Context: an optimization exercise on an open-source flow, tuned for small area, a short achievable clock period and few clock cycles per item. The choices shown serve that exercise and are no tape-out recipe.
The RTL was checked by simulation tests, not by an equivalence proof against the original design.
No activity file was given, so power comes from the tool's default toggle rates.

==> run B: inputs <==
==> flow/design.v (excerpt) <==
module ccm_engine (
    input  wire         clk,
    input  wire         rst,           
    input  wire         host_we,
    input  wire [5:0]   host_addr,     
    input  wire [31:0]  host_wdata,
    output reg  [31:0]  host_rdata,
    output wire         irq,
    output reg          mem_req,
    output reg          mem_we,
    output reg  [63:0]  mem_addr,
    output reg  [7:0]   mem_wdata,
    input  wire         mem_ready,
    input  wire [7:0]   mem_rdata,
    input  wire         mem_err,
    output wire         enc_req,
    output wire [127:0] enc_in,
    input  wire         enc_ack,
    input  wire [127:0] enc_out,
    input  wire         cipher_ok
);
    localparam [3:0] E_OK        = 4'h0,
                     E_NONCE_LEN = 4'h1,
                     E_TAG_LEN   = 4'h2,
                     E_CIPHER    = 4'h3,
                     E_TOO_LONG  = 4'h4,
                     E_TOO_SHORT = 4'h5,
                     E_AUTH      = 4'h6,
                     E_NOT_CFG   = 4'h7,
                     E_BAD_CMD   = 4'h8,
                     E_BUS       = 4'h9;
    localparam [5:0] A_CTRL   = 6'h00, A_CMD    = 6'h01, A_STATUS = 6'h02,
                     A_CFG    = 6'h03, A_ACTIVE = 6'h04,
                     A_NONCE0 = 6'h08, A_NONCE1 = 6'h09, A_NONCE2 = 6'h0A, A_NONCE3 = 6'h0B,
                     A_ADA_LO = 6'h0C, A_ADA_HI = 6'h0D, A_ADL_LO = 6'h0E, A_ADL_HI = 6'h0F,
                     A_INA_LO = 6'h10, A_INA_HI = 6'h11, A_INL_LO = 6'h12, A_INL_HI = 6'h13,
                     A_OUA_LO = 6'h14, A_OUA_HI = 6'h15, A_OUL_LO = 6'h16, A_OUL_HI = 6'h17;
    localparam [2:0] S_IDLE = 3'd0,
                     S_AD   = 3'd1,    
                     S_TRD  = 3'd3,    
                     S_TWR  = 3'd4,    
                     S_TAG  = 3'd5,    
  ...
export LEC_CHECK = 0
export CAP_MARGIN = 15
export CORE_MARGIN = 2
export CORE_UTILIZATION = 45
export CTS_CLUSTER_DIAMETER = 80
export CTS_CLUSTER_SIZE = 24
export PLACE_DENSITY = 0.55
export SLEW_MARGIN = 15
create_clock -name core_clock -period 14.0 [get_ports {clk}]
standard.sh (not shown) runs the stock make flow with config.mk's settings and CLKGATE_MAP_FILE= SYNTH_SCRIPT=/design/flow/synth_recipe.tcl, a recipe that flattens the netlist after the stock synthesis.
==> flow/flow/run.sh <==
#!/bin/bash
# Layout flow: the standard ORFS flow (standard.sh, unchanged synthesis),
# with two changes made through ORFS variables:
#  - the port buffers are sky130_fd_sc_hd__buf_2 instead of the default delay
#    buffer, so the combinational host read path is not slowed by them
#    (every port still gets its buffer);
#  - repair_timing aims for 7 ns of setup slack (the SDC clock stays as given).
# Full tool output goes to standard_flow.log in this folder (ORFS keeps its
# per-step logs under orfs/logs).
set -euo pipefail
bash standard.sh \
    "BUFFER_PORTS_ARGS=-buffer_cell sky130_fd_sc_hd__buf_2" \
    SETUP_SLACK_MARGIN=7 \
    finish > standard_flow.log 2>&1
==> inputs of run Y, as changes to run B <==
CAP_MARGIN = 25   (was 15)
CORE_UTILIZATION = 55   (was 45)
PLACE_DENSITY = 0.65   (was 0.55)
SLEW_MARGIN = 35   (was 15)
==> results.txt <==
- Run Y went through all stages and came out clean. Run B finished with max-capacitance violations, max-slew violations left.
- Between run B and run Y, the lower cell count is in run Y (gap about 3.6%, measured against run Y).
- Of run Y and run B, run B has the higher combinational power (gap 2.3%, measured against run B).
- Against run B, the wire length of run Y is smaller by 8.8%.
- Of run Y and run B, run Y has the higher global-route usage (gap 5.8 points).
- Of run B and run Y, run B has the higher maximum frequency (gap about 2.3%, measured against run Y).
- Sequential cell count is the same in run B and run Y.
- Between run B and run Y, the lower hold slack is in run B (gap 8.5 ps).
Testbench counts of run B, summed over its fixed seeds: cycles 49,000, cmds 136.
Testbench counts of run Y, summed over its fixed seeds: cycles 49,000, cmds 136.


==> tundra <==
ccm_engine, a different RTL version from the one above (not shown whole).
==> flow/design.v (excerpt) <==
module ccm_engine (
    input  wire         clk,
    input  wire         rst,           
    input  wire         host_we,
    input  wire [5:0]   host_addr,     
    input  wire [31:0]  host_wdata,
    output reg  [31:0]  host_rdata,
    output wire         irq,
    output reg          mem_req,
    output reg          mem_we,
    output reg  [63:0]  mem_addr,
    output reg  [7:0]   mem_wdata,
    input  wire         mem_ready,
    input  wire [7:0]   mem_rdata,
    input  wire         mem_err,
    output wire         enc_req,
    output wire [127:0] enc_in,
    input  wire         enc_ack,
    input  wire [127:0] enc_out,
    input  wire         cipher_ok
);
    localparam [3:0] E_OK        = 4'h0,
                     E_NONCE_LEN = 4'h1,
                     E_TAG_LEN   = 4'h2,
                     E_CIPHER    = 4'h3,
                     E_TOO_LONG  = 4'h4,
                     E_TOO_SHORT = 4'h5,
                     E_AUTH      = 4'h6,
                     E_NOT_CFG   = 4'h7,
                     E_BAD_CMD   = 4'h8,
                     E_BUS       = 4'h9;
    localparam [5:0] A_CTRL   = 6'h00, A_CMD    = 6'h01, A_STATUS = 6'h02,
                     A_CFG    = 6'h03, A_ACTIVE = 6'h04,
                     A_NONCE0 = 6'h08, A_NONCE1 = 6'h09, A_NONCE2 = 6'h0A, A_NONCE3 = 6'h0B,
                     A_ADA_LO = 6'h0C, A_ADA_HI = 6'h0D, A_ADL_LO = 6'h0E, A_ADL_HI = 6'h0F,
                     A_INA_LO = 6'h10, A_INA_HI = 6'h11, A_INL_LO = 6'h12, A_INL_HI = 6'h13,
                     A_OUA_LO = 6'h14, A_OUA_HI = 6'h15, A_OUL_LO = 6'h16, A_OUL_HI = 6'h17;
    localparam [2:0] S_IDLE = 3'd0,
                     S_AD   = 3'd1,    
                     S_TRD  = 3'd3,    
                     S_TWR  = 3'd4,    
                     S_TAG  = 3'd5,    
                     S_FIN  = 3'd6;    
    localparam [1:0] J_B0 = 2'd0, J_MAC = 2'd1, J_CTR = 2'd2, J_S0 = 2'd3;
    reg         ctrl_ie;
  ...
export LEC_CHECK = 0
export CAP_MARGIN = 25
export CORE_MARGIN = 2
export CORE_UTILIZATION = 45
export CTS_CLUSTER_DIAMETER = 80
export CTS_CLUSTER_SIZE = 24
export PLACE_DENSITY = 0.55
export SLEW_MARGIN = 35
create_clock -name core_clock -period 14.0 [get_ports {clk}]
==> flow/flow/run.sh <==
#!/bin/bash
# Layout flow: the standard ORFS flow (standard.sh, unchanged synthesis),
# with two changes made through ORFS variables:
#  - the port buffers are sky130_fd_sc_hd__buf_1 (resized where timing needs it) instead of the default delay
#    buffer, so the combinational host read path is not slowed by them
#    (every port still gets its buffer);
#  - repair_timing aims for 7 ns of setup slack (the SDC clock stays as given).
# Full tool output goes to standard_flow.log in this folder (ORFS keeps its
# per-step logs under orfs/logs).
set -euo pipefail
bash standard.sh \
    "BUFFER_PORTS_ARGS=-buffer_cell sky130_fd_sc_hd__buf_1" \
    SETUP_SLACK_MARGIN=7 \
    finish > standard_flow.log 2>&1
==> yarrow (differences from tundra) <==
--- a/flow/design.v
+++ b/flow/design.v
@@ -56,11 +56,11 @@
     reg          is_open, has_ad, m_zero, dcmd, scrub;
     reg  [3:0]   pend_err;
     reg  [4:0]   k;           
     reg  [3:0]   kw;          
     reg  [4:0]   kn;          
-    reg          diff;        
+    reg  [7:0]   diff;
     reg  [127:0] Y, D, A;
     reg  [63:0]  ad_ptr, in_ptr, out_ptr, R;
     reg          c_busy;      
     reg  [1:0]   c_job;
     reg          b0_done, ctr_init, need_ctr, s_ok, last_blk, lastctr, s0_iss, s0_done;
@@ -202,12 +202,12 @@
     reg       ypend_n, ptxt_n, dfold_n, need_ctr_n, s_ok_n, last_blk_n, lastctr_n, early_used_n;
     reg       s0_iss_n, c_busy_n, ctr_init_ev, b0_done_n, ctr_init_n;
     reg [1:0] c_job_n;
     reg [3:0] pend_err_n;
     reg       scrub_n, complete;
-    reg       diff_n;
-    wire       diff_rd = diff || (mem_rdata != tk);
+    reg [7:0] diff_n;
+    wire [7:0] diff_rd = diff | (mem_rdata ^ tk);
     always @(*) begin
         st_n       = st;
         k_n        = k;
         kn_n       = kn;
         kw_n       = kw;
@@ -293,11 +293,11 @@
                 if (tg_ok) begin
                     kw_n = kw + 4'd1;
                     if (is_open) diff_n = diff_rd;
                     if ({1'b0, kw} == tag_t - 5'd1) begin
                         if (!is_open) st_n = S_FIN;
-                        else if (!diff_rd) complete = 1'b1;
+                        else if (diff_rd == 8'd0) complete = 1'b1;
                         else begin
                             pend_err_n = E_AUTH;
                             scrub_n    = 1'b1;
                             st_n       = S_FIN;
                         end
@@ -405,11 +405,11 @@
             scrub     <= 1'b0;
             ptxt      <= 1'b0;
             last_blk  <= 1'b0;
             k         <= 5'd0;
             kw        <= 4'd0;
-            diff      <= 1'b0;
+            diff      <= 8'd0;
             pend_err  <= 4'd0;
             is_open   <= 1'b0;
             has_ad    <= 1'b0;
             m_zero    <= 1'b0;
             dcmd      <= 1'b0;
@@ -424,11 +424,11 @@
                 is_open  <= c_open;
                 has_ad   <= ad_nz;
                 m_zero   <= m_is0;
                 k        <= {1'b0, ad_pl};
                 kw       <= 4'd0;
-                diff     <= 1'b0;
+                diff     <= 8'd0;
                 ypend    <= 1'b0;
                 ptxt     <= 1'b0;
                 dfold    <= 1'b1;    
                 b0_done  <= 1'b0;
                 ctr_init <= 1'b0;
==> flow/flow/run.sh (replaced) <==
#!/bin/bash
# Layout flow: the standard ORFS flow (standard.sh, unchanged synthesis),
# with two changes made through ORFS variables:
#  - the port buffers are sky130_fd_sc_hd__buf_2 instead of the default delay
#    buffer, so the combinational host read path is not slowed by them
#    (every port still gets its buffer);
#  - repair_timing aims for 7 ns of setup slack (the SDC clock stays as given).
# Full tool output goes to standard_flow.log in this folder (ORFS keeps its
# per-step logs under orfs/logs).
set -euo pipefail
bash standard.sh \
    "BUFFER_PORTS_ARGS=-buffer_cell sky130_fd_sc_hd__buf_2" \
    SETUP_SLACK_MARGIN=7 \
    finish > standard_flow.log 2>&1
==> violet (differences from tundra) <==
CORE_UTILIZATION = 55   (was 45)
PLACE_DENSITY = 0.65   (was 0.55)
==> summary of the runs <==
- yarrow completed without violations. tundra ran to the end with no violations. violet completed without violations.
- The lowest core utilization belongs to tundra, the highest to violet.
- Synthesized area is the same in tundra and violet.
- Against yarrow, the worst setup slack of tundra is worse by 50 ps.
- Between violet and yarrow, the lower clock skew is in yarrow (gap 20 ps).
Testbench counts of tundra, summed over its fixed seeds: cycles 49,000, cmds 136.
Testbench counts of yarrow, summed over its fixed seeds: cycles 49,000, cmds 136.
Testbench counts of violet, summed over its fixed seeds: cycles 49,000, cmds 136.

static timing again, ports no longer ideal:
The results above use ideal ports. As a check the final layouts listed here were re-extracted and re-timed, cells and wires unchanged.
Step 1 assumes that a clkbuf_16 drives the clock port and a buf_2 every other input.
Step 2 moves the port delays by t, midway between the first and last clock arrival at a register: inputs arrive t later, outputs are due t later. That takes back most of the time a late clock gives input paths.
a / b / c = ideal / step 1 / step 2; a / b = the first two.
| run | t, ns | setup WS [ns] | slew at the worst register clock pin (ns) | worst slew at a driven data input, ns | pins driven straight from the clock port |
|---|---|---|---|---|---|
| run B | 0.875 | 6.775 / 6.317 / 6.317 | 0.11 / 0.11 | 0.54 | 1 |
| run Y | 0.855 | 6.608 / 6.366 / 6.366 | 0.11 / 0.11 | 0.28 | 1 |
| tundra | 0.883 | 6.648 / 6.432 / 6.432 | 0.11 / 0.11 | 0.21 | 1 |
| yarrow | 0.867 | 6.698 / 6.208 / 6.208 | 0.11 / 0.11 | 0.57 | 1 |
| violet | 0.863 | 6.675 / 6.384 / 6.384 | 0.11 / 0.11 | 0.28 | 1 |
For yarrow, which loses most, drivers alone change the setup slack by -0.490 ns; drivers and shift together by -0.490 ns.
